From an optimization exercise on the open Yosys and OpenROAD flow, aimed at small area, a short achievable clock period and few clock cycles per item; shortcuts taken in it are not production practice.
In this exercise RTL edits were held to simulation tests only and were not proved equivalent to the original.
Power is estimated from default activity; no workload was simulated.

==> flow/design.v (excerpt) <==
module bope_geom (
    input  wire        clk,
    input  wire        rst,         
    input  wire        in_valid,
    output wire        in_ready,
    input  wire [1:0]  in_op,       
    input  wire [31:0] in_arg0,     
    input  wire [31:0] in_arg1,     
    input  wire [31:0] in_arg2,     
    input  wire [31:0] in_arg3,     
    input  wire [31:0] in_arg4,     
    output reg         out_valid,
    input  wire        out_ready,
    output reg  [3:0]  out_err,
    output wire [31:0] out_res0,
    output wire [31:0] out_res1,
    output wire [31:0] out_res2
);
    localparam OP_VALIDATE  = 2'd0;
    localparam OP_GEOM      = 2'd1;
    localparam OP_PIXADDR   = 2'd2;
    localparam OP_BYTEXFORM = 2'd3;
    localparam ERR_NONE        = 4'd0;
    localparam ERR_INVALID_FMT = 4'd1;
    localparam ERR_UNSUPPORTED = 4'd5;
    localparam ERR_CONTRACT    = 4'd7;
    localparam ERR_ILLEGAL     = 4'd8;
    reg  k_v;                        
    wire adv = !k_v;                 
    assign in_ready = rdy;
    reg         q_v;
    reg  [1:0]  q_op;
    reg  [21:0] q_a0;                
    reg         q_bad;               
    reg         q_pad8, q_pad16, q_pad32;
  ...
Size: about 2900 cells after synthesis, roughly 430 flip-flops, ~270 I/O pins, ~32000 um2 of cells after synthesis.
export LEC_CHECK = 0
export CAP_MARGIN = 20
export CORE_MARGIN = 2
export CORE_UTILIZATION = 40
export CTS_CLUSTER_DIAMETER = 150
export CTS_CLUSTER_SIZE = 30
export SLEW_MARGIN = 20
create_clock -name core_clock -period 22.0 [get_ports {clk}]
standard.sh (not shown) runs the stock make flow with config.mk's settings and CLKGATE_MAP_FILE= SYNTH_SCRIPT=/design/flow/synth_recipe.tcl, a recipe that flattens the netlist after the stock synthesis.
==> flow/flow/run.sh <==
#!/bin/bash
# The standard layout, with plain buf_1 cells as the port buffers
# instead of the delay cells buffer_ports picks on its own, and repair_timing
# (after CTS and after global routing) aiming well past the 0-slack mark.
set -o pipefail
export BUFFER_PORTS_ARGS="-buffer_cell sky130_fd_sc_hd__buf_1"
export SETUP_SLACK_MARGIN=16.5
bash standard.sh > standard.log 2>&1
Testbench counts at the start, summed over its fixed seeds: cycles 24,032, items 24,000.
==> next run, changes <==
--- a/flow/flow/run.sh
+++ b/flow/flow/run.sh
@@ -6,3 +6,3 @@
 export BUFFER_PORTS_ARGS="-buffer_cell sky130_fd_sc_hd__buf_1"
-export SETUP_SLACK_MARGIN=16.5
+export SETUP_SLACK_MARGIN=15.5
 bash standard.sh > standard.log 2>&1
--- a/flow/config.mk
+++ b/flow/config.mk
@@ -10,4 +10,4 @@
 export CORE_UTILIZATION = 40
-export CTS_CLUSTER_DIAMETER = 150
-export CTS_CLUSTER_SIZE = 30
+export CTS_CLUSTER_DIAMETER = 120
+export CTS_CLUSTER_SIZE = 24
 export SLEW_MARGIN = 20
Setup slack gets worse by 0.18 ns.
Sequential share of layout area barely changes.
First-iteration DRC count increases by 5.8%.
Total power increases by about 0.9%.
Via count hardly moves.
Wire length is about the same.
Design area barely changes.
Global-route usage stays flat.
Sequential cell count does not change.
Clock skew decreases by 0.011 ns.
==> next run, changes <==
--- a/flow/flow/run.sh
+++ b/flow/flow/run.sh
@@ -6,3 +6,3 @@
 export BUFFER_PORTS_ARGS="-buffer_cell sky130_fd_sc_hd__buf_1"
-export SETUP_SLACK_MARGIN=15.5
+export SETUP_SLACK_MARGIN=16.5
 bash standard.sh > standard.log 2>&1
--- a/flow/config.mk
+++ b/flow/config.mk
@@ -12,2 +12,3 @@
 export CTS_CLUSTER_SIZE = 24
+export PLACE_DENSITY = 0.75
 export SLEW_MARGIN = 20
=> The new run went through all stages and came out clean. Routed wire length shrinks by 0.70%. Count of clock-buffer cells in the layout does not change. Non-clock buffer count shrinks by 3. Synthesized area stays the same. Power hardly moves. Design area is about the same.
==> next run, changes <==
--- a/flow/config.mk
+++ b/flow/config.mk
@@ -9,6 +9,6 @@
 export CORE_MARGIN = 2
-export CORE_UTILIZATION = 40
+export CORE_UTILIZATION = 55
 export CTS_CLUSTER_DIAMETER = 120
 export CTS_CLUSTER_SIZE = 24
-export PLACE_DENSITY = 0.75
+export PLACE_DENSITY = 0.68
 export SLEW_MARGIN = 20
Result:
- die area goes down by a quarter to a third
- synthesized area is unchanged
- routed wire length goes down by a few percent
- count of clock-buffer cells in the layout goes down by 2
- worst setup slack improved by 0.020 ns
- global-route usage goes up by 6.2 points
- total power goes down slightly
- cell count goes down by a little under a tenth

[re-timing with driven ports]
The flow's constraints put no driver on any port. The routed layouts listed below were extracted and timed again, unchanged, in two steps. Step 1, drivers: a clkbuf_16 drives clk and a buf_2 each remaining input, both assumed. Step 2 also shifts input and output timing later by t, the mid clock arrival at the registers, as if the neighbouring blocks saw the same clock. Slacks: ideal / step 1 / step 2; pairs: ideal / step 1.
| run | t, ns | setup slack, ns | hold slack, ns | worst data-port slew with drivers (ns) | pins driven straight from the clock port |
|---|---|---|---|---|---|
| the first run | 0.623 | 16.430 / 16.367 / 16.170 | 0.414 / 0.414 / 0.414 | 0.06 | 1 |
| the second run | 0.638 | 16.247 / 16.247 / 16.243 | 0.438 / 0.438 / 0.438 | 0.06 | 1 |
| the third run | 0.631 | 16.437 / 16.376 / 16.239 | 0.426 / 0.426 / 0.426 | 0.08 | 1 |
| the fourth run | 0.623 | 16.457 / 16.397 / 16.224 | 0.434 / 0.434 / 0.434 | 0.05 | 1 |
After both steps setup and hold are still met in every run listed. The setup slack of the first run, which loses most, moves by -0.063 ns with the drivers and by -0.260 ns with both steps.
